What follows belongs to an exercise in optimizing a design on an open flow for small area, a short achievable clock period and few clock cycles; a production flow would make more cautious choices. The RTL was checked by simulation tests, not by an equivalence proof against the original design.

File: run.sh
#!/bin/bash
# synth_recipe.tcl (not shown) runs the flow's synth.tcl, then flattens the netlist and writes it again
# the make line also repeats each setting of config.mk as NAME=value (left out here)
make -C /OpenROAD-flow-scripts/flow DESIGN_CONFIG=/design/flow/config.mk WORK_HOME=/design/flow/orfs CLKGATE_MAP_FILE= SYNTH_SCRIPT=/design/flow/synth_recipe.tcl finish
File: config.mk
export PLATFORM = sky130hd
export DESIGN_NAME = jfp_csum
export DESIGN_NICKNAME = jfp_csum
export VERILOG_FILES = /design/flow/design.v
export SDC_FILE = /design/flow/constraint.sdc
export NUM_CORES = 4
export LEC_CHECK = 0
export CAP_MARGIN = 20
export CORE_MARGIN = 2
export CORE_UTILIZATION = 35
export CTS_BUF_LIST = sky130_fd_sc_hd__clkbuf_8
export CTS_CLUSTER_SIZE = 30
export PLACE_DENSITY = 0.5
export SETUP_SLACK_MARGIN = 2.5
export SLEW_MARGIN = 20
File: constraint.sdc
create_clock -name core_clock -period 10.0 [get_ports {clk}]
set_input_delay 2.0000 -clock core_clock [delete_from_list [all_inputs] [get_ports {clk}]]
set_output_delay 2.0000 -clock core_clock [all_outputs]
set_load 0.01 [all_outputs]
File: design.v
module jfp_csum (
    input             clk,
    input             rst,
    input             bus_valid,
    input             bus_we,
    input      [7:0]  bus_addr,
    input      [3:0]  bus_be,
    input      [31:0] bus_wdata,
    output            bus_ready,
    output reg [31:0] bus_rdata
);
    localparam [2:0] EC_OK    = 3'd0;    
    localparam [2:0] EC_ILL   = 3'd1;    
    localparam [2:0] EC_BND   = 3'd2;    
    localparam [2:0] EC_SHORT = 3'd3;    
    localparam [2:0] EC_ULEN  = 3'd4;    
    localparam [2:0] EC_LMIS  = 3'd5;    
    localparam [2:0] EC_ADDR  = 3'd6;    
    function [22:0] ks22;
        input [21:0] a, b;
        input        cin;
        reg   [21:0] g, p, p0;
        integer      i, d;
        begin
            g = a & b;
            p = a ^ b;
            p0 = p;
            for (d = 1; d < 22; d = d * 2)
                for (i = 21; i >= d; i = i - 1) begin
                    g[i] = g[i] | (p[i] & g[i - d]);
                    p[i] = p[i] & p[i - d];
                end
            ks22[0] = p0[0] ^ cin;
            for (i = 1; i < 22; i = i + 1)
                ks22[i] = p0[i] ^ (g[i - 1] | (p[i - 1] & cin));
            ks22[22] = g[21] | (p[21] & cin);
        end
    endfunction
    function [15:0] eac16;
        input [15:0] a, b;
        reg   [15:0] g, p, p0;
        reg          co;
        integer      i, d;
        begin
            g = a & b;
            p = a ^ b;
            p0 = p;
            for (d = 1; d < 16; d = d * 2)
                for (i = 15; i >= d; i = i - 1) begin
                    g[i] = g[i] | (p[i] & g[i - d]);
                    p[i] = p[i] & p[i - d];
                end
            co = g[15];
            eac16[0] = p0[0] ^ co;
            for (i = 1; i < 16; i = i + 1)
                eac16[i] = p0[i] ^ (g[i - 1] | (p[i - 1] & co));
        end
    endfunction
    function [31:0] ecsa;
        input [15:0] x, y, z;
        reg   [15:0] c;
        begin
            c = (x & y) | (x & z) | (y & z);
            ecsa = {c[14:0], c[15], x ^ y ^ z};
        end
    endfunction
    function [43:0] csa;
        input [21:0] x, y, z;
        csa = {(((x & y) | (x & z) | (y & z)) << 1), (x ^ y ^ z)};
    endfunction
    reg [7:0]   fm [0:63];
    reg [31:0]  cmd_r;
    reg [2:0]   err;
    reg         udpv, csv, match;
    reg [15:0]  view_base, view_len;
    reg [6:0]   pl_base;             
    reg [6:0]   udp_len;             
    reg [1:0]   src_tag, dst_tag;
    reg [127:0] src_val, dst_val;
    reg [15:0]  udp_sport, udp_dport, udp_csum;
    reg [21:0]  csum_acc;            
    reg [15:0]  csum_val, csum_stored;
    wire [15:0] pl_len = (udp_len == 7'd0) ? 16'd0 : {9'd0, udp_len - 7'd8};
    reg         busy;
    reg         is_parse, is_icmp, is_update;
    reg         first;       
    reg [21:0]  corr_s, corr_c;  
    reg [1:0]   blk;         
    reg         blk_ovf;     
    reg [21:0]  acc_s, acc_c;    
    reg [15:0]  rmask;           
    reg [5:0]   elast;       
    reg         vstale;      
    reg [31:0]  h0, h1;      
    reg [15:0]  fld_r;       
    reg         lenok_r;     
    reg [1:0]   bsel;        
    reg [19:0]  ph;          
    reg [1:0]   ph_st;       
    assign bus_ready = !busy;
    wire acc_en = bus_valid && !busy;
    wire reg_wr = acc_en && bus_we && !bus_addr[7];
    wire mem_wr = acc_en && bus_we && (bus_addr[7:4] == 4'b1000);
    wire [7:0]  c_op  = bus_wdata[7:0];
    wire [7:0]  c_rsv = bus_wdata[15:8];
    wire [15:0] c_imm = bus_wdata[31:16];
    reg c_legal;
    always @(*) begin
        case (c_op)
            8'h00, 8'h01, 8'h10, 8'h40, 8'h50, 8'h51, 8'h52, 8'h53:
                c_legal = (c_rsv == 8'h00) && (c_imm == 16'h0000);
            8'h11:
                c_legal = (c_rsv == 8'h00);
            default:
                c_legal = 1'b0;
        endcase
    end
    wire cmd_wr   = reg_wr && (bus_addr == 8'h00);
    wire cmd_ok   = cmd_wr && c_legal;
    wire c_soft   = cmd_ok && (c_op == 8'h01);
    wire c_desc   = cmd_ok && (c_op == 8'h10);
    wire c_trunc  = cmd_ok && (c_op == 8'h11);
    wire c_parse  = cmd_ok && (c_op == 8'h40);
    wire c_csum   = cmd_ok && (c_op[7:2] == 6'b010100);
    wire        addrs_ok   = (src_tag == 2'd1) && (dst_tag == 2'd1);
    wire [5:0]  b6         = view_base[5:0];
    wire [7:0]  vend       = {1'b0, view_base[6:0]} + {1'b0, view_len[6:0]};
    wire        out_bounds = (|view_base[15:7]) || (|view_len[15:7]) || (vend > 8'd64);
    wire [6:0]  n7         = view_len[6:0];      
    wire        short_p    = view_len < 16'd8;
    wire        short_i    = view_len < 16'd4;
    wire        icmp_c     = busy ? is_icmp : c_op[1];
    wire p_err    = out_bounds || short_p;
    wire cs_err   = out_bounds || (c_op[1] ? (short_i || !addrs_ok) : short_p);
    wire p_start  = c_parse && !p_err;
    wire cs_start = c_csum && !cs_err;
    wire [5:0]  fu = b6 + 6'd6;     
    wire [5:0]  fi = b6 + 6'd2;     
    wire [31:0] port_word = {fm[{bus_addr[3:0], 2'd0}], fm[{bus_addr[3:0], 2'd1}],
                             fm[{bus_addr[3:0], 2'd2}], fm[{bus_addr[3:0], 2'd3}]};
    wire        ph_busy  = (ph_st != 2'd0);
    wire        hold     = ph_busy || vstale;
    wire        cs_busy  = busy && !is_parse;
    wire        first_c  = !busy || first;
    wire        blk_done = blk_ovf && !first;
    wire        do_blk   = !hold && (!busy || !blk_done);
    wire [1:0]  k_first  = b6[5:4];
    wire [1:0]  k_last   = elast[5:4];
    wire [15:0] bmask    = ph_busy ? 16'hFFFF : rmask;
    wire [127:0] fm_blk;
    genvar g;
    generate for (g = 0; g < 16; g = g + 1) begin : g_blk
        assign fm_blk[127 - 8 * g -: 8] = fm[{bsel, g[3:0]}];
    end endgenerate
    wire [127:0] blk_data = !ph_busy ? fm_blk : (ph_st == 2'd1) ? src_val : dst_val;
    wire [3:0]  w0 = b6[5:2];
    wire [3:0]  w1 = w0 + 4'd1;
    wire [3:0]  w2 = w0 + 4'd2;
    wire        on0 = !ph_busy && (bsel == w0[3:2]);
    wire        on1 = !ph_busy && (bsel == w1[3:2]);
    wire [31:0] c0 = fm_blk[127 - 32 * w0[1:0] -: 32];
    wire [31:0] c1 = fm_blk[127 - 32 * w1[1:0] -: 32];
    wire [31:0] c2 = fm_blk[127 - 32 * w2[1:0] -: 32];
    wire [31:0] e0 = on0 ? c0 : h0;
    wire [31:0] e1 = on1 ? c1 : h1;
    wire [31:0] e2 = c2;
    wire [95:0] win12 = {e0, e1, e2};
    wire [1:0]  ob    = b6[1:0];
    wire [63:0] hdr   = win12[95 - 8 * ob -: 64];
    wire [15:0] h_len = hdr[31:16];
    wire [15:0] lenf  = hdr[31:16];
    wire [15:0] fld   = fld_r;
    wire [15:0] fld_c  = icmp_c ? hdr[47:32] : hdr[15:0];
    wire [43:0] cc1    = csa({2'd0, ph}, {15'd0, n7}, icmp_c ? 22'd58 : 22'd17);
    wire [43:0] cc2    = csa(cc1[21:0], cc1[43:22], {6'd0, ~fld_c});
    wire [1:0]  k_fl   = icmp_c ? (b6[5:4] + {1'b0, (b6[3:0] > 4'd12)}) :
                                  (b6[5:4] + {1'b0, (b6[3:0] > 4'd8)});
    wire [1:0]  k_hl  = b6[5:4] + {1'b0, (b6[3:0] > 4'd8)};
    wire        swap = b6[0] && !ph_busy;
    wire [15:0] wd [0:7];
    generate for (g = 0; g < 8; g = g + 1) begin : g_wd
        wire [7:0] be_ = blk_data[127 - 16 * g -: 8] & {8{bmask[2 * g]}};
        wire [7:0] bo_ = blk_data[119 - 16 * g -: 8] & {8{bmask[2 * g + 1]}};
        assign wd[g] = swap ? {bo_, be_} : {be_, bo_};
    end endgenerate
    wire        base0  = ph_busy ? (ph_st == 2'd1) : first_c;
    wire [21:0] base_s = base0 ? 22'd0 : acc_s;
    wire [21:0] base_c = base0 ? 22'd0 : acc_c;
    wire [43:0] l1a = csa({6'd0, wd[0]}, {6'd0, wd[1]}, {6'd0, wd[2]});
    wire [43:0] l1b = csa({6'd0, wd[3]}, {6'd0, wd[4]}, {6'd0, wd[5]});
    wire [43:0] l1c = csa({6'd0, wd[6]}, {6'd0, wd[7]}, base_s);
    wire [43:0] l2a = csa(l1a[21:0], l1a[43:22], l1b[21:0]);
    wire [43:0] l2b = csa(l1b[43:22], l1c[21:0], l1c[43:22]);
    wire [43:0] l3a = csa(l2a[21:0], l2a[43:22], l2b[21:0]);
    wire [43:0] l4a = csa(l3a[21:0], l3a[43:22], l2b[43:22]);
    wire [43:0] l5a = csa(l4a[21:0], l4a[43:22], base_c);
    wire [22:0] ph_  = ks22(acc_s, acc_c, 1'b0);
    wire [43:0] rw1   = csa(acc_s, acc_c, corr_s);
    wire [43:0] rw2   = csa(rw1[21:0], rw1[43:22], corr_c);
    wire [43:0] rw3   = csa(rw2[21:0], rw2[43:22], 22'h3F0001);    
    wire [22:0] raw_  = ks22(rw3[21:0], rw3[43:22], 1'b0);
    wire [21:0] raw   = raw_[21:0];
    wire [31:0] ea1   = ecsa(rw2[15:0], rw2[37:22], {10'd0, rw2[21:16]});
    wire [31:0] ea2   = ecsa(ea1[15:0], ea1[31:16], {10'd0, rw2[43:38]});
    wire [15:0] fold2 = eac16(ea2[15:0], ea2[31:16]);
    wire [15:0] val   = (fold2 == 16'h0) ? 16'h0 : ~fold2;
    wire p_hdr     = do_blk && (bsel == k_hl);
    wire parse_fin = busy && is_parse && p_hdr;
    wire p_now     = p_start && p_hdr;              
    wire csum_fin  = cs_busy && blk_done;
    wire len_bad   = !is_icmp && !lenok_r;
    wire csum_ok   = !len_bad && addrs_ok;
    wire p_ok      = (h_len[15:7] == 9'd0) && (h_len[6:3] != 4'd0) && (h_len[6:0] <= n7);
    wire p_commit  = (parse_fin || p_now) && p_ok;
    wire r0 = rst || c_soft;                  
    wire src_tw = reg_wr && (bus_addr == 8'h25);
    wire dst_tw = reg_wr && (bus_addr == 8'h26);
    wire tclr   = (bus_wdata[1:0] != 2'd1);
    wire [1:0]  tagv = (bus_wdata[1:0] == 2'd3) ? 2'd0 : bus_wdata[1:0];
    wire src_clr = r0 || (src_tw && tclr);
    wire dst_clr = r0 || (dst_tw && tclr);
    wire any_clr = r0 || ((src_tw || dst_tw) && tclr);
    wire [31:0] wd_z = any_clr ? 32'h0 : bus_wdata;
    wire val_wr = reg_wr && (bus_addr[7:3] == 5'b01000);
    wire        vb_we = r0 || (reg_wr && bus_addr == 8'h02) || c_desc;
    wire [15:0] vb_d  = r0 ? 16'h0 : c_desc ? {9'd0, pl_base} : bus_wdata[15:0];
    wire        vl_we_np = r0 || (reg_wr && bus_addr == 8'h03) || c_desc ||
                           (c_trunc && c_imm < view_len);
    wire        vl_we = vl_we_np || p_commit;
    wire [15:0] vl_d  = r0 ? 16'h0 : c_desc ? pl_len : c_trunc ? c_imm :
                        p_commit ? h_len : bus_wdata[15:0];
    wire [15:0] nvb   = vb_we ? vb_d : view_base;
    wire [15:0] nvl_np = !vl_we_np ? view_len : r0 ? 16'h0 : c_desc ? pl_len :
                         c_trunc ? c_imm : bus_wdata[15:0];
    wire [5:0]  elast_np = nvb[5:0] + nvl_np[5:0] - 6'd1;
    always @(posedge clk) begin
        if (rst || cmd_wr)
            cmd_r <= rst ? 32'h0 : bus_wdata;
        if (src_clr || (val_wr && !bus_addr[2] && bus_addr[1:0] == 2'd0)) src_val[127:96] <= wd_z;
        if (src_clr || (val_wr && !bus_addr[2] && bus_addr[1:0] == 2'd1)) src_val[95:64]  <= wd_z;
        if (src_clr || (val_wr && !bus_addr[2] && bus_addr[1:0] == 2'd2)) src_val[63:32]  <= wd_z;
        if (src_clr || (val_wr && !bus_addr[2] && bus_addr[1:0] == 2'd3)) src_val[31:0]   <= wd_z;
        if (dst_clr || (val_wr &&  bus_addr[2] && bus_addr[1:0] == 2'd0)) dst_val[127:96] <= wd_z;
        if (dst_clr || (val_wr &&  bus_addr[2] && bus_addr[1:0] == 2'd1)) dst_val[95:64]  <= wd_z;
        if (dst_clr || (val_wr &&  bus_addr[2] && bus_addr[1:0] == 2'd2)) dst_val[63:32]  <= wd_z;
        if (dst_clr || (val_wr &&  bus_addr[2] && bus_addr[1:0] == 2'd3)) dst_val[31:0]   <= wd_z;
        if (r0 || src_tw) src_tag <= r0 ? 2'd0 : tagv;
        if (r0 || dst_tw) dst_tag <= r0 ? 2'd0 : tagv;
        if (vb_we) view_base <= vb_d;
        if (vl_we) view_len  <= vl_d;
        elast  <= elast_n;
        vstale <= p_commit;
        if (r0 || p_commit) begin
            pl_base   <= r0 ? 7'h0 : b6 + 7'd8;
            udp_len   <= r0 ? 7'h0 : h_len[6:0];
            udp_sport <= r0 ? 16'h0 : hdr[63:48];
            udp_dport <= r0 ? 16'h0 : hdr[47:32];
            udp_csum  <= r0 ? 16'h0 : hdr[15:0];
        end
        if (r0 || (csum_fin && csum_ok)) begin
            csum_acc    <= r0 ? 22'h0 : raw;
            csum_val    <= r0 ? 16'h0 : val;
            csum_stored <= r0 ? 16'h0 : is_update ? val : fld;
        end
        if (rst) begin
            err   <= EC_OK;
            udpv  <= 1'b0;
            csv   <= 1'b0;
            match <= 1'b0;
        end else if (cmd_wr) begin
            if (!c_legal)
                err <= EC_ILL;
            else if (c_parse || c_csum)
                err <= out_bounds ? EC_BND :
                       (c_parse ? short_p : c_op[1] ? short_i : short_p) ? EC_SHORT :
                       (c_csum && c_op[1] && !addrs_ok) ? EC_ADDR : EC_OK;
            else
                err <= EC_OK;
            if (p_now) begin
                err  <= p_ok ? EC_OK : EC_ULEN;
                udpv <= p_ok;
            end
            if (c_soft || (c_parse && p_err))
                udpv <= 1'b0;
            if (c_soft || (c_csum && cs_err)) begin
                csv   <= 1'b0;
                match <= 1'b0;
            end
        end else if (parse_fin) begin
            err  <= p_ok ? EC_OK : EC_ULEN;
            udpv <= p_ok;
        end else if (csum_fin) begin
            err   <= len_bad ? EC_LMIS : !addrs_ok ? EC_ADDR : EC_OK;
            csv   <= csum_ok;
            match <= csum_ok;
        end
    end
    wire       busy_n  = !rst && (!busy ? ((p_start && !p_now) || cs_start)
                                        : !(parse_fin || csum_fin));
    wire       first_n = !busy ? hold : (first && !do_blk);
    wire [1:0] blk_n   = !busy ? (hold ? k_first : k_first + 2'd1) :
                         do_blk ? bsel + 2'd1 : blk;
    wire [1:0] bsel_n  = (!busy_n || first_n) ? nvb[5:4] : blk_n;
    wire [5:0] elast_n = elast_np;
    wire [3:0] bstart_n = (bsel_n == nvb[5:4]) ? nvb[3:0] : 4'd0;
    wire [3:0] bend_n   = (bsel_n == elast_n[5:4]) ? elast_n[3:0] : 4'd15;
    wire [15:0] rmask_n = (16'hFFFF << bstart_n) & (16'hFFFF >> (4'd15 - bend_n));
    always @(posedge clk) begin
        if (rst)
            busy <= 1'b0;
        else if (!busy)
            busy <= (p_start && !p_now) || cs_start;
        else if (parse_fin || csum_fin)
            busy <= 1'b0;
        if (rst || c_soft) begin
            ph_st <= 2'd0;
            ph    <= 20'd0;
        end else if (val_wr || ((src_tw || dst_tw) && tclr)) begin
            ph_st <= 2'd1;
        end else if (ph_busy) begin
            ph_st <= ph_st + 2'd1;
            if (ph_st == 2'd3)
                ph <= ph_[19:0];
        end
        if (!busy) begin
            is_parse  <= !c_op[4];
            is_icmp   <= c_op[1];
            is_update <= c_op[0];
            first     <= hold;
            blk       <= hold ? k_first : k_first + 2'd1;
            blk_ovf   <= !hold && (k_first == k_last);
        end else if (do_blk) begin
            first   <= 1'b0;
            blk     <= bsel + 2'd1;
            blk_ovf <= (bsel == k_last);
        end
        if (on0) h0 <= c0;
        if (on1) h1 <= c1;
        acc_s <= l5a[21:0];
        acc_c <= l5a[43:22];
        if (do_blk && bsel == k_fl) begin
            corr_s  <= cc2[21:0];
            corr_c  <= cc2[43:22];
            fld_r   <= fld_c;
            lenok_r <= (lenf == view_len);
        end
        bsel  <= bsel_n;
        rmask <= rmask_n;
    end
    wire [5:0]  st0   = is_icmp ? fi : fu;
    wire        st_en = csum_fin && is_update && csum_ok;
    wire [63:0] st_dec = st_en ? (64'd1 << st0) : 64'd0;
    wire [63:0] st_we  = st_dec | {st_dec[62:0], 1'b0};
    reg  [7:0]  lane_d [0:3];
    integer l;
    always @(*) begin
        for (l = 0; l < 4; l = l + 1) begin
            if (!busy)
                lane_d[l] = bus_wdata[8 * (3 - l) +: 8];
            else if (st0[1:0] == l[1:0])
                lane_d[l] = val[15:8];
            else
                lane_d[l] = val[7:0];
        end
    end
    integer i;
    always @(posedge clk) begin
        for (i = 0; i < 64; i = i + 1) begin
            if ((mem_wr && (bus_addr[3:0] == i[5:2]) && bus_be[3 - i[1:0]]) || st_we[i])
                fm[i] <= lane_d[i % 4];
        end
    end
    reg [7:0] err8;
    always @(*) begin
        case (err)
            EC_OK:    err8 = 8'h00;
            EC_ILL:   err8 = 8'h01;
            EC_BND:   err8 = 8'h02;
            EC_SHORT: err8 = 8'h03;
            EC_ULEN:  err8 = 8'h30;
            EC_LMIS:  err8 = 8'h31;
            default:  err8 = 8'h40;
        endcase
    end
    always @(*) begin
        bus_rdata = 32'h0;
        if (bus_addr[7:4] == 4'b1000) begin
            bus_rdata = port_word;
        end else begin
            case (bus_addr)
            8'h00: bus_rdata = cmd_r;
            8'h01: bus_rdata = {19'h0, match && (csum_val == csum_stored), csv, udpv, 2'b00, err8};
            8'h02: bus_rdata = {16'h0, view_base};
            8'h03: bus_rdata = {16'h0, view_len};
            8'h04: bus_rdata = {25'h0, pl_base};
            8'h05: bus_rdata = {16'h0, pl_len};
            8'h25: bus_rdata = {30'h0, src_tag};
            8'h26: bus_rdata = {30'h0, dst_tag};
            8'h30: bus_rdata = {16'h0, udp_sport};
            8'h31: bus_rdata = {16'h0, udp_dport};
            8'h32: bus_rdata = {25'h0, udp_len};
            8'h33: bus_rdata = {16'h0, udp_csum};
            8'h38: bus_rdata = {10'h0, csum_acc};
            8'h39: bus_rdata = {16'h0, csum_val};
            8'h3A: bus_rdata = {16'h0, csum_stored};
            8'h40: bus_rdata = src_val[127:96];
            8'h41: bus_rdata = src_val[95:64];
            8'h42: bus_rdata = src_val[63:32];
            8'h43: bus_rdata = src_val[31:0];
            8'h44: bus_rdata = dst_val[127:96];
            8'h45: bus_rdata = dst_val[95:64];
            8'h46: bus_rdata = dst_val[63:32];
            8'h47: bus_rdata = dst_val[31:0];
            default: bus_rdata = 32'h0;
            endcase
        end
    end
endmodule
==> PnR_summary.wiki, run 1 <==
{| class="wikitable"
! Metric !! Value
|-
| Run status || timing/DRC/antenna clean
|-
| Unrepaired setup endpoints after global routing || yes
|-
| Clock Skew || 0.0851 ns
|-
| Max capacitance violation total || 0
|-
| Worst Hold Path Cells || 0
|-
| Capturing element type of the critical path || flip-flop
|-
| Register bit count reported by yosys || 1166
|-
| CP arrival || 8.44 ns
|-
| Number of endpoints with negative hold slack in the final report || 0
|-
| Reg area || 0.0334 mm^2
|-
| Most frequent cell on the critical path || buf_4
|-
| Worst hold path class || reg -> reg
|-
| Worst Max-Slew Pin Slew || 1.37 ns
|-
| Estimated wirelength of the detail-placed design || 305000 um
|-
| Master cell of the clock root buffer || clkbuf_8
|-
| Total clock sinks || 1166
|-
| Async set or reset register ratio after synthesis || 0%
|-
| Pins over their slew limit || 0
|-
| Clock tree buffer depth || 3
|-
| Worst reg-to-reg path cell count || 23
|-
| Number of levels the H-tree was split into || 4
|-
| Area of combinational cells with multiple inputs || 0.0323 mm^2
|-
| Insertion delay of the later-clocked pin in the worst-skew pair || 1.08 ns
|-
| Number of failing setup endpoints in the final timing report || 0
|-
| Starting Density || 35.1%
|-
| Number of nets in the final layout || 6760
|-
| Core Area || 0.192 mm^2
|-
| Largest fanout on the critical path || 21
|-
| Number of buffers created by CTS || 206
|-
| Crit path setup slack, layout || 2.27 ns
|-
| Total non-filler cell area in the finished layout || 0.0781 mm^2
|-
| Num rows || 161
|-
| Number of distinct standard cells referenced by the synthesized netlist || 100
|-
| Final GP Congestion || 1.14
|-
| Via-per-instance ratio || 6.93
|-
| Commonest non-fill, non-tap cell in the layout || edfxtp_1
|-
| Overflow left after global routing || 0
|-
| Worst setup slack for register-to-register paths || 2.27 ns
|-
| Number of port buffers || 80
|-
| Antenna violations before repair || 45
|-
| Chip height || 443 um
|-
| CP top delay family || simple AND/OR/NAND/NOR gates
|-
| Portion of the post-synthesis area used by sequential elements || 49.4%
|-
| Slowest cell on the critical path || or4_4
|-
| Routed len/inst || 44.5 um
|-
| Horizontal die dimension || 443 um
|-
| Peak Freq || 0.129 GHz
|-
| Worst r2r dst || udp_dport[13]$_SDFFCE_PP0P_
|-
| Wire length of the first global-routing pass || 531000 um
|-
| Worst slack after detailed placement || 1.37 ns
|-
| Hold buffer count at cts || 0
|-
| Number of DRC markers after the initial detailed-route iteration || 12500
|-
| Worst setup path start || bsel[1]$_DFF_P_
|-
| Vias in the first global route || 58100
|-
| Clock-pin transition on the worst setup and hold timing paths || 0.06 ns
|-
| Fillers || 18900
|-
| Finished Core Util || 40.6%
|-
| Post-synthesis cell count || 6123
|-
| Start of the worst register-to-register path || bsel[1]$_DFF_P_
|-
| Post-route setup TNS || 0 ns
|-
| Final period demand of the worst path || 7.73 ns
|-
| Syn nets || 6525
|-
| Average footprint of a synthesized cell || 11.0 um^2
|-
| Detailed Route WL || 405000 um
|-
| Setup Crit Path Kind || reg -> reg
|-
| All-Layer GR Usage || 39.9%
|-
| Length of the first detailed-routing pass in iterations || 9
|-
| Instance area after placement || 0.0733 mm^2
|-
| Ports placed on the boundary || 81
|-
| Cell count along the critical path || 23
|-
| Data required time at the worst endpoint || 10.72 ns
|-
| Number of antenna-violating nets in the routed design || 0
|-
| Number of enable flip-flop cells after synthesis || 1003
|-
| Crit path largest cell delay || 0.76 ns
|-
| Maximum number of pins on one net before global-route repair || 114
|-
| Commonest cells after routing, fill and taps aside || edfxtp_1, nand2_1, nor2_1
|-
| Via count || 63100
|-
| Syn. warnings || 5
|-
| Ordered list of cells on the worst path || inv_1 -> ha_4 -> or4_4 -> buf_4 -> buf_4 -> and3_1 -> nor2_1 -> a21oi_1 -> a31oi_1 -> mux4_2 -> nor2_1 -> a21oi_1 -> buf_4 -> ha_1 -> nand2_1 -> o21ai_0 -> o31ai_2 -> nand4_1 -> nor4_1 -> nand4b_1 -> buf_4 -> nand2_4 -> buf_12
|-
| Layout Area Growth over Synthesis || 15.7%
|-
| TritonCTS clock tree || yes
|-
| Final period utilization || 77.3%
|-
| Share of post-route cells with drive strength above 1 || 15.2%
|-
| Commonest register cell after synthesis || edfxtp_1
|-
| Critical path launch point type || flip-flop
|-
| Worst path buffer plus inverter count || 6
|-
| DRC violations left || 0
|-
| Floorplan die area || 0.196 mm^2
|-
| Destination of the critical timing path || udp_dport[13]$_SDFFCE_PP0P_
|-
| Post-Syn Area || 0.0675 mm^2
|-
| Relative slew slack || 8.38%
|}
==> state kept, by name, summed over array words and instances (netlist names), 7 cells and up <==
name,flops
csum_acc,22
csum_val,16
acc_s,22
view_len,16
udp_csum,16
acc_c,19
pl_base,7
h1,32
udp_len,7
view_base,16
h0,32
corr_c,16
src_val,128
udp_sport,16
corr_s,20
csum_stored,16
rmask,16
dst_val,128
fld_r,16
udp_dport,16
cmd_r,32
ph,20
fm,512
==> worst min-delay path by stage <==
stage	startpoint	to
2_1_floorplan	ph[18]$_SDFFE_PP0P_	corr_s[18]$_DFFE_PP_
4_1_cts	ph[16]$_SDFFE_PP0P_	corr_s[16]$_DFFE_PP_
3_5_place_dp	ph[19]$_SDFFE_PP0P_	corr_s[19]$_DFFE_PP_
3_3_place_gp	ph[16]$_SDFFE_PP0P_	corr_s[16]$_DFFE_PP_
6_report	ph[18]$_SDFFE_PP0P_	corr_s[18]$_DFFE_PP_
5_1_grt	ph[16]$_SDFFE_PP0P_	corr_s[16]$_DFFE_PP_
==> logic make-up after synthesis <==
group / share of synthesized area [%]
XOR/XNOR: 1.29
buffers and inverters: 4.17
AO/OA/AOI/OAI: 21.0
flip-flops: 49.4
AND/OR/NAND/NOR: 10.8
adder cells (fa/ha/maj): 8.72
multiplexers: 4.60
==> through the flow <==
| stage | std cells | hold slack, ns |
|---|---|---|
| 6_report | 9104 | 0.434 |
| 5_1_grt | 9072 | 0.457 |
| 4_1_cts | 9041 | 0.435 |
| 3_5_place_dp | 8637 | 0.418 |
| 3_3_place_gp | 8636 | 0.416 |
| 2_1_floorplan | 6123 | 0.408 |
==> routing by layer <==
| layer | vias up | share of wire [%] | global-route usage, % | routed length, um |
|---|---|---|---|---|
| met5 | - | 0.065 | 0.488 | 264 |
| met4 | 22 | 8.0 | 25.8 | 32300 |
| met3 | 1186 | 14 | 13.6 | 55000 |
| met2 | 5651 | 40 | 55.0 | 161000 |
| met1 | 31900 | 39 | 53.0 | 156000 |
| li1 | 24400 | - | - | - |
==> cells in the mapped netlist, types with 50 or more instances <==
cell type	instances	area share (%)
a22oi_1	416	4.6
a22o_1	163	2.1
nand4_1	82	0.76
inv_1	301	1.7
mux2_2	108	1.8
clkbuf_1	283	1.6
buf_2	51	0.38
nand2_1	440	2.4
ha_1	160	3.0
o221ai_1	61	0.79
a21oi_1	255	1.9
o22ai_1	166	1.5
nor3_1	114	0.85
edfxtp_1	1003	45
a221oi_1	206	2.7
a21o_1	51	0.57
xnor2_1	60	0.78
fa_1	194	5.8
buf_1	77	0.43
o21ai_0	227	1.7
nor2_1	447	2.5
dfxtp_1	163	4.8
a31oi_1	50	0.46
and2_1	74	0.69
nand3_1	146	1.1
mux2i_1	153	2.3
and3_1	65	0.60
==> area by class of cell <==
| cell class | count | area share [%] |
|---|---|---|
| Inverter | 305 | 1.47 |
| Multi-Input combinational cell | 4235 | 41.4 |
| Clock buffer | 217 | 3.82 |
| Antenna cell | 39 | 0.125 |
| Tap cell | 2526 | 4.05 |
| Clock inverter | 172 | 1.29 |
| Timing Repair Buffer | 444 | 5.05 |
| Sequential cell | 1166 | 42.8 |
==> what timing repair did <==
action	CTS	global route
gates cloned	0	1
buffers inserted	15	20
resized for setup	49	28
pin swaps	18	9
setup endpoints to repair	270	572
Testbench counts, summed over its fixed seeds: cycles 11,786.
==> run 2: changes to the inputs <==
--- a/config.mk
+++ b/config.mk
@@ -12,4 +12,4 @@
 export CTS_CLUSTER_SIZE = 30
 export PLACE_DENSITY = 0.5
-export SETUP_SLACK_MARGIN = 2.5
+export SETUP_SLACK_MARGIN = 3.0
 export SLEW_MARGIN = 20
==> run 2 against run 1 <==
Compared with the run above: still clean on timing, DRC and antenna; hold slack lost 0.0072 ns; area after synthesis is the same; clock skew shrank 0.0097 ns; cell count grew 0.86%; clock-buffer cell count shrank 2; largest cell class unchanged.
==> PnR_summary.wiki, run 2 <==
{| class="wikitable"
! Metric !! Value
|-
| Run status || timing/DRC/antenna clean
|-
| Vias in the first global route || 58300 (+0.32%)
|-
| Clock tree buffer depth || 3 (unchanged)
|-
| Number of endpoints with negative hold slack in the final report || 0 (unchanged)
|-
| Syn. warnings || 5 (unchanged)
|-
| Layout Area Growth over Synthesis || 18.4%
|-
| Clock-pin transition on the worst setup and hold timing paths || 0.06 ns (about the same)
|-
| Capturing element type of the critical path || primary output
|-
| Via-per-instance ratio || 6.87 (-0.90%)
|-
| Critical path launch point type || input port
|-
| Commonest register cell after synthesis || edfxtp_1
|-
| Largest cells by area after synthesis || edfxtp_1, fa_1, dfxtp_1, a22oi_1, ha_1
|-
| Horizontal die dimension || 443 um (unchanged)
|-
| Cell taking the most area after synthesis || edfxtp_1
|-
| Number of levels the H-tree was split into || 4 (unchanged)
|-
| Post-Syn Area || 0.0675 mm^2 (unchanged)
|-
| Commonest non-fill, non-tap cell in the layout || edfxtp_1
|-
| Register bit count reported by yosys || 1166 (unchanged)
|-
| Largest fanout on the critical path || 19 (-9.5%)
|-
| Hold buffer count at cts || 0 (unchanged)
|-
| Max FFs per register || 512 (unchanged)
|-
| Async set or reset register ratio after synthesis || 0% (unchanged)
|-
| Number of antenna-violating nets in the routed design || 0 (unchanged)
|-
| DRC violations left || 0 (unchanged)
|-
| Number of nets in the final layout || 6870 (+1.6%)
|-
| Post-route setup TNS || 0 ns (unchanged)
|-
| Detailed Route WL || 427000 um (+5.4%)
|-
| Via count || 63100 (-0.046%)
|-
| Total clock sinks || 1166 (unchanged)
|-
| Top Registers || fm: 512 flops, dst_val: 128 flops, src_val: 128 flops
|-
| Worst Hold Path Cells || 0 (unchanged)
|-
| Worst hold path class || reg -> reg
|-
| Register ranked first by flip-flop count || fm
|-
| Chip height || 443 um (unchanged)
|-
| All-Layer GR Usage || 41.9% (+2.0 points)
|-
| Final GP Congestion || 1.10 (-3.7%)
|-
| Data required time at the worst endpoint || 8.00 ns (-2.72 ns)
|-
| Cell with the most instances after synthesis || edfxtp_1
|-
| Setup Crit Path Kind || in -> out
|-
| Unrepaired setup endpoints after global routing || yes
|-
| Starting Density || 35.1% (unchanged)
|-
| Overflow left after global routing || 0 (unchanged)
|-
| Number of buffers created by CTS || 207 (+0.49%)
|-
| Crit path setup slack, layout || 2.90 ns (+0.628 ns)
|-
| TritonCTS clock tree || yes
|-
| Core Area || 0.192 mm^2 (unchanged)
|-
| Fillers || 18700 (-1.1%)
|-
| Number of enable flip-flop cells after synthesis || 1003 (unchanged)
|-
| Share of Yosys cell area claimed by the top area cell type || 44.6% (unchanged)
|-
| Commonest cells after routing, fill and taps aside || edfxtp_1, nand2_1, nor2_1
|-
| Average footprint of a synthesized cell || 11.0 um^2 (unchanged)
|-
| Length of the first detailed-routing pass in iterations || 8 (-1)
|-
| Floorplan die area || 0.196 mm^2 (unchanged)
|-
| Wire length of the first global-routing pass || 552000 um (+4.0%)
|-
| Share of post-route cells with drive strength above 1 || 18.1% (+2.9 points)
|-
| Peak Freq || 0.141 GHz (+8.8%)
|-
| Ports placed on the boundary || 81 (unchanged)
|-
| Estimated wirelength of the detail-placed design || 318000 um (+4.2%)
|-
| CP arrival || 5.10 ns (-3.34 ns)
|-
| Top post-synthesis cells by count || edfxtp_1, nor2_1, nand2_1
|-
| Master cell of the clock root buffer || clkbuf_8
|-
| Num rows || 161 (unchanged)
|-
| Portion of the post-synthesis area used by sequential elements || 49.4% (unchanged)
|-
| Maximum number of pins on one net before global-route repair || 109 (-4.4%)
|-
| Pins over their slew limit || 0 (unchanged)
|-
| Worst reg-to-reg path cell count || 27 (+17%)
|-
| Insertion delay of the later-clocked pin in the worst-skew pair || 1.04 ns (-0.04 ns)
|-
| Antenna violations before repair || 33 (-27%)
|-
| Post-synthesis cell count || 6123 (unchanged)
|-
| Routed len/inst || 46.5 um (+4.5%)
|-
| Final period utilization || 71.0% (-6.3 points)
|-
| Number of DRC markers after the initial detailed-route iteration || 10900 (-13%)
|-
| Relative slew slack || 12.7% (+4.3 points)
|-
| Max capacitance violation total || 0 (unchanged)
|-
| Clock Skew || 0.0754 ns (-0.00969 ns)
|-
| Worst slack after detailed placement || 1.20 ns (-0.173 ns)
|-
| Number of distinct standard cells referenced by the synthesized netlist || 100 (unchanged)
|-
| Number of failing setup endpoints in the final timing report || 0 (unchanged)
|-
| Worst Max-Slew Pin Slew || 1.30 ns (-0.0710 ns)
|-
| Final period demand of the worst path || 7.10 ns (-0.628 ns)
|-
| Syn nets || 6525 (unchanged)
|-
| Number of port buffers || 80 (unchanged)
|}
## run 2: cell counts after synthesis
Identical to the previous run, type by type.
## run 2: stage by stage
stage | hold slack, ns | cell area (um^2) | utilization, % | std cells
floorplan | 0.408 | 67500 | - | 6123
global placement | 0.417 | 73400 | 38.2 | 8647
detailed placement | 0.420 | 73500 | 38.2 | 8649
CTS | 0.432 | 79000 | 41.1 | 9119
global route | 0.451 | 79900 | 41.6 | 9171
finish | 0.427 | 80000 | 41.6 | 9182
## run 2: path summary, 6_finish.rpt
path	start	to	slack [ns]
max	bus_addr[1]	bus_rdata[2]	2.90
min	ph[19]$_SDFFE_PP0P_	corr_s[19]$_DFFE_PP_	0.43
max reg2reg	bsel[1]$_DFF_P_	view_len[1]$_SDFFCE_PP0P_	3.01
min reg2reg	ph[19]$_SDFFE_PP0P_	corr_s[19]$_DFFE_PP_	0.43
## run 2: critical path: stages
cell	delay, ns
buf_4	0.20
nand2b_4	0.23
buf_4	0.16
nor2_4	0.12
buf_6	0.23
a221oi_1	0.37
nand4_1	0.68
a21oi_2	0.38
nand4_1	0.29
dlygate4sd2_1	0.41
## run 2: cell type report
cell class | instances | area, um^2 | area share (%)
antenna | 16 | 40.0 | 0.0501
clock inverter | 166 | 1100 | 1.37
timing repair buffer | 548 | 4970 | 6.21
sequential | 1166 | 33400 | 41.8
clock buffer | 215 | 2960 | 3.70
inverter | 305 | 1160 | 1.45
tap | 2526 | 3160 | 3.95
multi-input combinational | 4240 | 33200 | 41.5
## run 2: logic make-up after synthesis
logic type	synth area share (%)
adder cells (fa/ha/maj)	8.72
XOR/XNOR	1.29
AND/OR/NAND/NOR	10.8
flip-flops	49.4
buffers and inverters	4.17
AO/OA/AOI/OAI	21.0
multiplexers	4.60
## run 2: per-layer routing
layer	routed length (um)	vias to the layer above	track usage (%)
li1	-	24600	-
met1	168000	32000	56.4
met2	171000	5315	58.5
met3	55200	1079	13.8
met4	31900	24	24.4
met5	428	-	0.855
## run 2: timing repair
item / CTS / global route
endpoints found under the setup margin: 708 / 639
pin swaps: 52 / 26
cloned: 6 / 7
gates resized for setup: 182 / 100
setup buffers: 83 / 39
==> run 3: changes to the inputs <==
--- a/config.mk
+++ b/config.mk
@@ -8,8 +8,8 @@
 export CAP_MARGIN = 20
 export CORE_MARGIN = 2
-export CORE_UTILIZATION = 35
+export CORE_UTILIZATION = 45
 export CTS_BUF_LIST = sky130_fd_sc_hd__clkbuf_8
 export CTS_CLUSTER_SIZE = 30
-export PLACE_DENSITY = 0.5
+export PLACE_DENSITY = 0.6
 export SETUP_SLACK_MARGIN = 3.0
 export SLEW_MARGIN = 20
==> run 3 against run 2 <==
Compared with the run above: first-iteration DRC count up 18%; area after synthesis unchanged; clock-buffer cell count down 8; register-to-register slack worse by 0.07 ns; critical endpoint is now bus_rdata[30].
==> PnR_summary.wiki, run 3 <==
{| class="wikitable"
! Metric !! Value
|-
| Run status || timing/DRC/antenna clean
|-
| Worst slack after detailed placement || 1.44 ns (+0.245 ns)
|-
| Cell taking the most area after synthesis || edfxtp_1
|-
| Insertion delay of the later-clocked pin in the worst-skew pair || 1.00 ns (-0.04 ns)
|-
| Pins over their slew limit || 0 (unchanged)
|-
| Syn nets || 6525 (unchanged)
|-
| Number of failing setup endpoints in the final timing report || 0 (unchanged)
|-
| Post-Layout Cell Count || 8604 (-6.3%)
|-
| Starting Density || 45.2% (+10 points)
|-
| Maximum number of pins on one net before global-route repair || 109 (unchanged)
|-
| Syn. warnings || 5 (unchanged)
|-
| Final period utilization || 71.1% (+0.16 points)
|-
| Worst Hold Path Cells || 0 (unchanged)
|-
| Share of post-route cells with drive strength above 1 || 16.7% (-1.4 points)
|-
| Final GP Congestion || 1.16 (+5.4%)
|-
| Length of the first detailed-routing pass in iterations || 9 (+1)
|-
| Top post-synthesis cells by count || edfxtp_1, nor2_1, nand2_1
|-
| Horizontal die dimension || 391 um (-12%)
|-
| CP arrival || 5.11 ns (about the same)
|-
| Number of buffers created by CTS || 200 (-3.4%)
|-
| Layout Area Growth over Synthesis || 16.1%
|-
| Number of endpoints with negative hold slack in the final report || 0 (unchanged)
|-
| Estimated wirelength of the detail-placed design || 299000 um (-6.0%)
|-
| Crit path setup slack, layout || 2.89 ns (-0.0164 ns)
|-
| Detailed Route WL || 402000 um (-5.9%)
|-
| Post-route setup TNS || 0 ns (unchanged)
|-
| Hold buffer count at cts || 0 (unchanged)
|-
| Via-per-instance ratio || 7.40 (+7.8%)
|-
| Commonest cells after routing, fill and taps aside || edfxtp_1, nand2_1, a22oi_1
|-
| TritonCTS clock tree || yes
|-
| Worst setup slack for register-to-register paths || 2.94 ns (-0.07 ns)
|-
| Register bit count reported by yosys || 1166 (unchanged)
|-
| Worst Max-Slew Pin Slew || 1.33 ns (+0.0360 ns)
|-
| Number of enable flip-flop cells after synthesis || 1003 (unchanged)
|-
| Core Area || 0.149 mm^2 (-22%)
|-
| Number of DRC markers after the initial detailed-route iteration || 12900 (+18%)
|-
| DRC violations left || 0 (unchanged)
|-
| Top Registers || fm: 512 flops, dst_val: 128 flops, src_val: 128 flops
|-
| Average footprint of a synthesized cell || 11.0 um^2 (unchanged)
|-
| Worst reg-to-reg path cell count || 23 (-15%)
|-
| Clock-pin transition on the worst setup and hold timing paths || 0.06 ns (about the same)
|-
| Cell total after placement || 8113 (-6.2%)
|-
| Post-synthesis cell count || 6123 (unchanged)
|-
| Final period demand of the worst path || 7.11 ns (+0.0164 ns)
|-
| Unrepaired setup endpoints after global routing || yes
|-
| Critical path launch point type || input port
|-
| Portion of the post-synthesis area used by sequential elements || 49.4% (unchanged)
|-
| Share of Yosys cell area claimed by the top area cell type || 44.6% (unchanged)
|-
| Number of levels the H-tree was split into || 4 (unchanged)
|-
| Worst hold path class || reg -> reg
|-
| Max FFs per register || 512 (unchanged)
|-
| Post-route worst hold slack || 0.438 ns (+0.0114 ns)
|-
| Async set or reset register ratio after synthesis || 0% (unchanged)
|-
| Number of nets in the final layout || 6802 (-0.99%)
|-
| Relative slew slack || 11.0% (-1.7 points)
|-
| Total non-filler cell area in the finished layout || 0.0784 mm^2 (-2.0%)
|-
| Number of port buffers || 80 (unchanged)
|-
| Chip height || 391 um (-12%)
|-
| Largest cells by area after synthesis || edfxtp_1, fa_1, dfxtp_1, a22oi_1, ha_1
|-
| Largest fanout on the critical path || 16 (-3)
|-
| All-Layer GR Usage || 50.9% (+9.0 points)
|-
| Origin of the worst min-delay path || ph[17]$_SDFFE_PP0P_
|-
| Via count || 63700 (+0.99%)
|-
| Hold-critical path endpoint || corr_s[17]$_DFFE_PP_
|-
| Routed len/inst || 46.7 um (+0.45%)
|-
| Start of the worst register-to-register path || bsel[0]$_DFF_P_
|-
| Register ranked first by flip-flop count || fm
|-
| Vias in the first global route || 58500 (+0.38%)
|-
| Data required time at the worst endpoint || 8.00 ns (about the same)
|-
| Commonest register cell after synthesis || edfxtp_1
|-
| Master cell of the clock root buffer || clkbuf_8
|-
| Worst r2r dst || pl_base[3]$_SDFFCE_PP0P_
|-
| Antenna violations before repair || 36 (+9.1%)
|-
| Number of distinct standard cells referenced by the synthesized netlist || 100 (unchanged)
|-
| Max capacitance violation total || 0 (unchanged)
|-
| Setup Crit Path Kind || in -> out
|-
| Ports placed on the boundary || 81 (unchanged)
|-
| Wire length of the first global-routing pass || 522000 um (-5.6%)
|-
| Overflow left after global routing || 0 (unchanged)
|-
| Clock tree buffer depth || 3 (unchanged)
|-
| Post-Syn Area || 0.0675 mm^2 (unchanged)
|-
| Peak Freq || 0.141 GHz (-0.23%)
|-
| Cell with the most instances after synthesis || edfxtp_1
|-
| Total clock sinks || 1166 (unchanged)
|-
| Commonest non-fill, non-tap cell in the layout || edfxtp_1
|-
| Capturing element type of the critical path || primary output
|-
| Instance area after placement || 0.0725 mm^2 (-1.3%)
|-
| Num rows || 142 (-12%)
|-
| Number of antenna-violating nets in the routed design || 0 (unchanged)
|-
| Clock Skew || 0.0669 ns (-0.00850 ns)
|-
| Floorplan die area || 0.153 mm^2 (-22%)
|}
[run 3: cell counts after synthesis]
Identical to the previous run, type by type.
[run 3: cells by family after synthesis]
group,synth area share [%]
compound gates,21.0
buf+inv,4.17
simple gates,10.8
mux,4.60
fa+ha+maj,8.72
xor+xnor,1.29
flops,49.4
[run 3: through the flow]
step / utilization (%)
finish: 52.4
global route: 52.4
CTS: 52.0
detailed placement: 48.5
global placement: 48.5
floorplan: -
[run 3: layer usage]
metal	up-vias	track usage (%)	share of wire (%)
met3	1521	24.2	17
met2	6154	67.3	38
met4	34	36.1	9.3
met5	-	1.79	0.089
met1	31500	64.3	36
li1	24500	-	-
[run 3: final cells by class]
| type | instances | area, um^2 |
|---|---|---|
| multi-input cells | 4240 | 32900 |
| flip-flops and latches | 1166 | 33400 |
| well taps | 2016 | 2520 |
| clock buffers | 207 | 2850 |
| repair buffers | 487 | 4380 |
| diodes | 23 | 57.6 |
| clock inverters | 160 | 1110 |
| fillers | 13300 | 71100 |
| inverters | 305 | 1150 |
[run 3: worst max path at each step]
stage,startpoint,endpoint,slack (ns),cells after the start
final,bus_addr[2],bus_rdata[30],2.89,11
after global routing,bus_addr[2],bus_rdata[26],2.96,11
after CTS,bus_addr[4],bus_rdata[5],2.94,11
after detailed placement,bus_addr[3],rmask[1]$_DFF_P_,1.44,19
after global placement,bus_addr[3],rmask[1]$_DFF_P_,1.53,19
after floorplan,bus_wdata[7],rmask[10]$_DFF_P_,3.03,22
[run 3: critical path, stage by stage]
cell and delay [ns]:
buf_4 0.23, nand2b_4 0.12, buf_4 0.16, nor2_4 0.49
buf_4 0.40, buf_4 0.24, a22oi_1 0.10, nand4_1 0.10
o221ai_1 0.40, nand3_1 0.28, clkdlybuf4s50_1 0.56
[run 3: what timing repair did]
action,4_1_cts,5_1_grt
pin swaps,44,25
endpoints found under the setup margin,672,639
gates cloned,2,6
gates resized for setup,147,82
setup buffers,66,23
==> run 4: changes to the inputs <==
--- a/config.mk
+++ b/config.mk
@@ -12,4 +12,4 @@
 export CTS_CLUSTER_SIZE = 30
 export PLACE_DENSITY = 0.6
-export SETUP_SLACK_MARGIN = 3.0
+export SETUP_SLACK_MARGIN = 3.25
 export SLEW_MARGIN = 20
==> run 4 against run 3 <==
Compared with the run above: design area is 3.0% higher; setup slack better by 0.18 ns; still clean on timing, DRC and antenna; wire length rose by 2.3%; cell count rose by 1.6%; clock skew decreased by 0.014 ns; area after synthesis unchanged.
==> PnR_summary.wiki, run 4 <==
{| class="wikitable"
! Metric !! Value
|-
| Post-Syn Area || 0.0675 mm^2 (unchanged)
|-
| Final period demand of the worst path || 6.94 ns (-0.178 ns)
|-
| Pins over their slew limit || 0 (unchanged)
|-
| Portion of the post-synthesis area used by sequential elements || 49.4% (unchanged)
|-
| Cell taking the most area after synthesis || edfxtp_1
|-
| Commonest non-fill, non-tap cell in the layout || edfxtp_1
|-
| Floorplan die area || 0.153 mm^2 (unchanged)
|-
| Capturing element type of the critical path || primary output
|-
| Origin of the worst min-delay path || ph[17]$_SDFFE_PP0P_
|-
| Master cell of the clock root buffer || clkbuf_8
|-
| Commonest cells after routing, fill and taps aside || edfxtp_1, buf_4, nand2_1
|-
| Number of DRC markers after the initial detailed-route iteration || 13500 (+4.4%)
|-
| Share of Yosys cell area claimed by the top area cell type || 44.6% (unchanged)
|-
| Wire length of the first global-routing pass || 531000 um (+1.9%)
|-
| Number of port buffers || 80 (unchanged)
|-
| Average footprint of a synthesized cell || 11.0 um^2 (unchanged)
|-
| Number of enable flip-flop cells after synthesis || 1003 (unchanged)
|-
| CP arrival || 4.94 ns (-0.17 ns)
|-
| Peak Freq || 0.144 GHz (+2.6%)
|-
| Post-route worst hold slack || 0.435 ns (-0.00274 ns)
|-
| Start of the worst register-to-register path || view_base[3]$_DFF_P_
|-
| Number of distinct standard cells referenced by the synthesized netlist || 100 (unchanged)
|-
| Starting Density || 45.2% (unchanged)
|-
| Worst setup slack for register-to-register paths || 3.17 ns (+0.23 ns)
|-
| Max FFs per register || 512 (unchanged)
|-
| Estimated wirelength of the detail-placed design || 300000 um (+0.43%)
|-
| Routed len/inst || 47.0 um (+0.62%)
|-
| Hold buffer count at cts || 0 (unchanged)
|-
| Maximum number of pins on one net before global-route repair || 120 (+10%)
|-
| Detailed Route WL || 411000 um (+2.3%)
|-
| Syn nets || 6525 (unchanged)
|-
| Largest fanout on the critical path || 12 (-4)
|-
| Post-synthesis cell count || 6123 (unchanged)
|-
| Number of buffers created by CTS || 201 (+0.50%)
|-
| Final period utilization || 69.4% (-1.8 points)
|-
| Final GP Congestion || 1.17 (+0.72%)
|-
| Relative slew slack || 9.76% (-1.3 points)
|-
| Async set or reset register ratio after synthesis || 0% (unchanged)
|-
| Overflow left after global routing || 0 (unchanged)
|-
| TritonCTS clock tree || yes
|-
| Worst Max-Slew Pin Slew || 1.32 ns (-0.0148 ns)
|-
| Commonest register cell after synthesis || edfxtp_1
|-
| Top Registers || fm: 512 flops, dst_val: 128 flops, src_val: 128 flops
|-
| Top post-synthesis cells by count || edfxtp_1, nor2_1, nand2_1
|-
| Worst reg-to-reg path cell count || 23 (unchanged)
|-
| Vias in the first global route || 58900 (+0.60%)
|-
| Number of failing setup endpoints in the final timing report || 0 (unchanged)
|-
| Worst hold path class || reg -> reg
|-
| Share of post-route cells with drive strength above 1 || 20.0% (+3.3 points)
|-
| All-Layer GR Usage || 52.0% (+1.1 points)
|-
| Hold-critical path endpoint || corr_s[17]$_DFFE_PP_
|-
| Setup Crit Path Kind || in -> out
|-
| DRC violations left || 0 (unchanged)
|-
| Clock-pin transition on the worst setup and hold timing paths || 0.06 ns (about the same)
|-
| Register ranked first by flip-flop count || fm
|-
| Post-route setup TNS || 0 ns (unchanged)
|-
| Worst Hold Path Cells || 0 (unchanged)
|-
| Chip height || 391 um (unchanged)
|-
| Syn. warnings || 5 (unchanged)
|-
| Clock Skew || 0.0530 ns (-0.0139 ns)
|-
| Largest cells by area after synthesis || edfxtp_1, fa_1, dfxtp_1, a22oi_1, ha_1
|-
| Worst r2r dst || view_len[5]$_SDFFCE_PP0P_
|-
| Run status || timing/DRC/antenna clean
|-
| Critical path launch point type || input port
|-
| Core Area || 0.149 mm^2 (unchanged)
|-
| Cell with the most instances after synthesis || edfxtp_1
|-
| Number of endpoints with negative hold slack in the final report || 0 (unchanged)
|-
| Horizontal die dimension || 391 um (unchanged)
|-
| Total clock sinks || 1166 (unchanged)
|-
| Number of levels the H-tree was split into || 4 (unchanged)
|-
| Register bit count reported by yosys || 1166 (unchanged)
|-
| Clock tree buffer depth || 3 (unchanged)
|-
| Unrepaired setup endpoints after global routing || yes
|-
| Number of nets in the final layout || 6933 (+1.9%)
|-
| Insertion delay of the later-clocked pin in the worst-skew pair || 0.99 ns (about the same)
|-
| Antenna violations before repair || 37 (+2.8%)
|-
| Length of the first detailed-routing pass in iterations || 8 (-1)
|-
| Max capacitance violation total || 0 (unchanged)
|-
| Layout Area Growth over Synthesis || 19.6%
|-
| Via count || 65200 (+2.4%)
|-
| Num rows || 142 (unchanged)
|-
| Via-per-instance ratio || 7.46 (+0.75%)
|-
| Ports placed on the boundary || 81 (unchanged)
|-
| Number of antenna-violating nets in the routed design || 0 (unchanged)
|-
| Data required time at the worst endpoint || 8.00 ns (about the same)
|}
==> run 4: worst max-delay path by stage <==
stage / depth (start not counted) / endpoint / start
finish: 9 / bus_rdata[16] / bus_addr[1]
global route: 31 / view_len[5]$_SDFFCE_PP0P_ / view_base[2]$_DFF_P_
CTS: 9 / bus_rdata[11] / bus_addr[0]
detailed placement: 19 / rmask[1]$_DFF_P_ / bus_addr[3]
global placement: 19 / rmask[1]$_DFF_P_ / bus_addr[3]
floorplan: 22 / rmask[10]$_DFF_P_ / bus_wdata[7]
==> run 4: layout make-up <==
type	count	area [um^2]
antenna	26	65.1
clock buffer	214	2950
clock inverter	160	1130
fill	13200	68700
inverter	305	1160
multi-input combinational	4244	33600
sequential	1166	33400
tap	2016	2520
timing repair buffer	613	5910
==> run 4: timing repair <==
item,4_1_cts,5_1_grt
gates resized for setup,240,232
endpoints found under the setup margin,718,698
setup buffers,99,91
pin swaps,61,55
gates cloned,11,11
==> run 4: critical path, cell delays in order <==
cell             delay [ns]
buf_6                  0.14
nor2_1                 0.39
nand2_2                0.43
nor2_4                 0.81
a22oi_1                0.22
nand2_1                0.11
a221oi_1               0.05
nand4_1                0.18
clkdlybuf4s50_1        0.56
==> run 4: cell families after synthesis <==
family,count (synthesis),share of synthesized area (%)
adder cells (fa/ha/maj),354,8.72
AND/OR/NAND/NOR,1551,10.8
AO/OA/AOI/OAI,1955,21.0
XOR/XNOR,97,1.29
flip-flops,1166,49.4
multiplexers,277,4.60
buffers and inverters,723,4.17
==> run 4: through the flow <==
stage	std cells	utilization [%]	worst slack, ns	instance area, um^2
4_1_cts	8612	52.6	3.19	78500
5_1_grt	8722	54.0	3.16	80700
3_3_place_gp	8126	48.6	1.56	72600
3_5_place_dp	8128	48.6	1.41	72600
6_report	8744	54.0	3.06	80700
2_1_floorplan	6123	-	3.27	67500
==> run 4: metal layers <==
layer / GRT usage, % / share of wire [%] / up-vias
met2: 67.9 / 38 / 6568
met5: 0 / 0.073 / -
met3: 27.0 / 17 / 1654
met1: 65.8 / 36 / 32200
li1: - / - / 24700
met4: 34.9 / 9.0 / 22
==> run 5: changes to the inputs <==
--- a/config.mk
+++ b/config.mk
@@ -8,8 +8,8 @@
 export CAP_MARGIN = 20
 export CORE_MARGIN = 2
-export CORE_UTILIZATION = 45
+export CORE_UTILIZATION = 50
 export CTS_BUF_LIST = sky130_fd_sc_hd__clkbuf_8
 export CTS_CLUSTER_SIZE = 30
-export PLACE_DENSITY = 0.6
-export SETUP_SLACK_MARGIN = 3.25
+export PLACE_DENSITY = 0.65
+export SETUP_SLACK_MARGIN = 3.0
 export SLEW_MARGIN = 20
==> run 5 against run 4 <==
Compared with the run above: largest cell class is now sequential cells; critical path depth up 15; clock-buffer cell count down 5; critical path type is now reg -> reg; still clean.
==> PnR_summary.wiki, run 5 <==
{| class="wikitable"
! Metric !! Value
|-
| Routed len/inst || 47.2 um (+0.45%)
|-
| Register bit count reported by yosys || 1166 (unchanged)
|-
| Horizontal die dimension || 371 um (-5.1%)
|-
| Clock Skew || 0.0979 ns (+0.0449 ns)
|-
| Syn. warnings || 5 (unchanged)
|-
| Via count || 65600 (+0.56%)
|-
| Post-Layout Cell Count || 8339 (-4.6%)
|-
| All-Layer GR Usage || 55.3% (+3.4 points)
|-
| Length of the first detailed-routing pass in iterations || 14 (+6)
|-
| Worst hold path class || reg -> reg
|-
| Met1 WL || 131000 um (-11%)
|-
| Fillers || 11200 (-15%)
|-
| Setup Crit Path Kind || reg -> reg
|-
| Final period demand of the worst path || 7.26 ns (+0.320 ns)
|-
| Clock tree buffer depth || 3 (unchanged)
|-
| Core Area || 0.134 mm^2 (-10%)
|-
| Data required time at the worst endpoint || 10.63 ns (+2.63 ns)
|-
| Wire length of the first global-routing pass || 514000 um (-3.2%)
|-
| Top post-synthesis cells by count || edfxtp_1, nor2_1, nand2_1
|-
| Chip height || 371 um (-5.1%)
|-
| Most frequent cell on the critical path || buf_4
|-
| Number of failing setup endpoints in the final timing report || 0 (unchanged)
|-
| Hold buffer count at cts || 0 (unchanged)
|-
| Post-route setup TNS || 0 ns (unchanged)
|-
| Number of levels the H-tree was split into || 4 (unchanged)
|-
| Average footprint of a synthesized cell || 11.0 um^2 (unchanged)
|-
| Vias in the first global route || 59700 (+1.3%)
|-
| Ports placed on the boundary || 81 (unchanged)
|-
| Commonest cells after routing, fill and taps aside || edfxtp_1, nand2_1, a22oi_1
|-
| Via-per-instance ratio || 7.86 (+5.4%)
|-
| DRC violations left || 0 (unchanged)
|-
| Top Registers || fm: 512 flops, dst_val: 128 flops, src_val: 128 flops
|-
| Estimated wirelength of the detail-placed design || 288000 um (-4.1%)
|-
| Number of enable flip-flop cells after synthesis || 1003 (unchanged)
|-
| Share of post-route cells with drive strength above 1 || 16.6% (-3.4 points)
|-
| Uppermost layer routed || met5
|-
| Post-Syn Area || 0.0675 mm^2 (unchanged)
|-
| Master cell of the clock root buffer || clkbuf_8
|-
| Layout Area Growth over Synthesis || 15.7%
|-
| Overflow left after global routing || 0 (unchanged)
|-
| Largest fanout on the critical path || 20 (+8)
|-
| Max FFs per register || 512 (unchanged)
|-
| Antenna violations before repair || 36 (-2.7%)
|-
| Number of buffers created by CTS || 196 (-2.5%)
|-
| Worst path buffer plus inverter count || 7 (+5)
|-
| Finished Core Util || 58.4% (+4.3 points)
|-
| Clock-pin transition on the worst setup and hold timing paths || 0.06 ns (about the same)
|-
| Number of DRC markers after the initial detailed-route iteration || 14600 (+8.5%)
|-
| Total clock sinks || 1166 (unchanged)
|-
| CP arrival || 7.89 ns (+2.95 ns)
|-
| Ordered list of cells on the worst path || inv_1 -> ha_4 -> or4_2 -> nand3_1 -> a31oi_1 -> a311oi_1 -> buf_4 -> a21oi_1 -> mux2_2 -> o21ba_2 -> inv_1 -> ha_1 -> nand3_1 -> nor2_1 -> buf_4 -> nor2_1 -> o31ai_1 -> buf_4 -> nand4_1 -> nor4_2 -> nand4b_1 -> buf_4 -> nand2_4 -> buf_4
|-
| Final period utilization || 72.6% (+3.2 points)
|-
| CP top delay family || simple AND/OR/NAND/NOR gates
|-
| WL met3 || 74100 um (+3.6%)
|-
| Post-route worst hold slack || 0.442 ns (+0.00699 ns)
|-
| Number of port buffers || 80 (unchanged)
|-
| Maximum number of pins on one net before global-route repair || 112 (-6.7%)
|-
| Largest cells by area after synthesis || edfxtp_1, fa_1, dfxtp_1, a22oi_1, ha_1
|-
| Share of Yosys cell area claimed by the top area cell type || 44.6% (unchanged)
|-
| Relative slew slack || 3.64% (-6.1 points)
|-
| Final GP Congestion || 1.16 (-0.45%)
|-
| Detailed Route WL || 394000 um (-4.2%)
|-
| Commonest non-fill, non-tap cell in the layout || edfxtp_1
|-
| Num rows || 134 (-5.6%)
|-
| Register ranked first by flip-flop count || fm
|-
| Routed wl met2 || 148000 um (-4.6%)
|-
| Run status || timing/DRC/antenna clean
|-
| Number of distinct standard cells referenced by the synthesized netlist || 100 (unchanged)
|-
| Commonest register cell after synthesis || edfxtp_1
|-
| Post-synthesis cell count || 6123 (unchanged)
|-
| Insertion delay of the later-clocked pin in the worst-skew pair || 1.00 ns (about the same)
|-
| Capturing element type of the critical path || flip-flop
|-
| Crit path largest cell delay || 0.99 ns (+0.18 ns)
|-
| Cell with the most instances after synthesis || edfxtp_1
|-
| Unrepaired setup endpoints after global routing || yes
|-
| Number of nets in the final layout || 6779 (-2.2%)
|-
| Syn nets || 6525 (unchanged)
|-
| Critical path launch point type || flip-flop
|-
| Peak Freq || 0.138 GHz (-4.4%)
|-
| Number of endpoints with negative hold slack in the final report || 0 (unchanged)
|-
| Pins over their slew limit || 0 (unchanged)
|-
| Cell total after placement || 7837 (-3.6%)
|-
| Number of antenna-violating nets in the routed design || 0 (unchanged)
|-
| Async set or reset register ratio after synthesis || 0% (unchanged)
|-
| TritonCTS clock tree || yes
|-
| Slowest cell on the critical path || nand3_1
|-
| Floorplan die area || 0.138 mm^2 (-9.9%)
|-
| Portion of the post-synthesis area used by sequential elements || 49.4% (unchanged)
|-
| Starting Density || 50.5% (+5.3 points)
|-
| Cell taking the most area after synthesis || edfxtp_1
|-
| Max capacitance violation total || 0 (unchanged)
|-
| Worst Max-Slew Pin Slew || 1.43 ns (+0.111 ns)
|}
## run 5: cell counts after synthesis
Identical to the previous run, type by type.
## run 5: worst reg2reg max path, stage by stage (launching register included)
cell and delay, ns:
dfxtp_4 0.40, inv_1 0.19, ha_4 0.46, or4_2 0.80
nand3_1 1.00, a31oi_1 0.48, a311oi_1 0.09, buf_4 0.19
a21oi_1 0.35, mux2_2 0.28, o21ba_2 0.32, inv_1 0.10
ha_1 0.30, nand3_1 0.07, nor2_1 0.09, buf_4 0.18
nor2_1 0.06, o31ai_1 0.06, buf_4 0.22, nand4_1 0.12
nor4_2 0.23, nand4b_1 0.19, buf_4 0.29, nand2_4 0.25
buf_4 0.26
## run 5: through the flow
step           setup slack [ns]  cell area (um^2)
2_1_floorplan              3.03             67500
3_3_place_gp               1.53             71900
3_5_place_dp               1.48             71900
4_1_cts                    2.76             77100
5_1_grt                    2.91             78000
6_report                   2.74             78100
## run 5: logic make-up (layout without fill, tap and decap cells)
logic type / Yosys count / after routing / synth area share [%]
compound gates: 1955 / 1959 / 21.0
xor+xnor: 97 / 97 / 1.29
fa+ha+maj: 354 / 354 / 8.72
buf+inv: 723 / 1134 / 4.17
flops: 1166 / 1166 / 49.4
mux: 277 / 277 / 4.60
other cells: 0 / 26 / 0
simple gates: 1551 / 1558 / 10.8
## run 5: final timing paths
kind,start,end,slack (ns),depth (start not counted)
worst max-delay path,bsel[0]$_DFF_P_,pl_base[6]$_SDFFCE_PP0P_,2.74,24
worst min-delay path,ph[18]$_SDFFE_PP0P_,corr_s[18]$_DFFE_PP_,0.44,0
worst max register to register,bsel[0]$_DFF_P_,pl_base[6]$_SDFFCE_PP0P_,2.74,24
worst min register to register,ph[18]$_SDFFE_PP0P_,corr_s[18]$_DFFE_PP_,0.44,0
## run 5: cell type report
class | instances | area [um^2] | area share (%)
diodes | 26 | 65.1 | 0.0833
clock buffers | 209 | 2880 | 3.68
clock inverters | 157 | 1110 | 1.42
inverters | 305 | 1150 | 1.48
multi-input cells | 4245 | 33100 | 42.3
flip-flops and latches | 1166 | 33400 | 42.8
well taps | 1768 | 2210 | 2.83
repair buffers | 463 | 4210 | 5.40
## run 5: layer usage
| metal | global-route usage (%) | up-vias |
|---|---|---|
| li1 | - | 24400 |
| met4 | 40.8 | 38 |
| met1 | 66.7 | 31600 |
| met2 | 72.2 | 7531 |
| met5 | 5.10 | - |
| met3 | 31.6 | 2028 |
## run 5: what timing repair did
action                                  CTS  global route
endpoints found under the setup margin  656           685
pin swaps                                38            36
gates cloned                              7             7
resized for setup                       137            99
hold endpoints to repair                  0             0
buffers inserted                         64            28

[re-timing with driven ports]
How much do the figures lean on ideal ports? The routed layouts below were timed once more, with nothing changed but the port constraints.
Step 1 sets driving cells, clkbuf_16 on the clock port and buf_2 on the other inputs (assumed; they add their load-dependent delay and slew).
Step 2 also shifts input and output timing later by t, the mid clock arrival at the registers, as if the neighbouring blocks saw the same clock.
a / b / c = ideal / step 1 / step 2; a / b = the first two.
run | t (ns) | slack for setup (ns) | worst hold slack (ns) | clock arrival spread, ns
run 1 | 1.121 | 2.274 / 2.274 / 1.704 | 0.434 / 0.434 / 0.434 | 0.093 / 0.093
run 2 | 1.099 | 2.902 / 2.803 / 2.206 | 0.427 / 0.427 / 0.427 | 0.078 / 0.078
run 3 | 1.063 | 2.886 / 2.829 / 2.239 | 0.438 / 0.438 / 0.438 | 0.071 / 0.071
run 4 | 1.042 | 3.064 / 2.987 / 2.385 | 0.435 / 0.435 / 0.435 | 0.062 / 0.062
run 5 | 1.047 | 2.744 / 2.684 / 2.183 | 0.442 / 0.442 / 0.442 | 0.098 / 0.098
After both steps setup and hold are still met in every run listed. For run 2, which loses most, drivers alone change the setup slack by -0.099 ns; drivers and shift together by -0.696 ns.
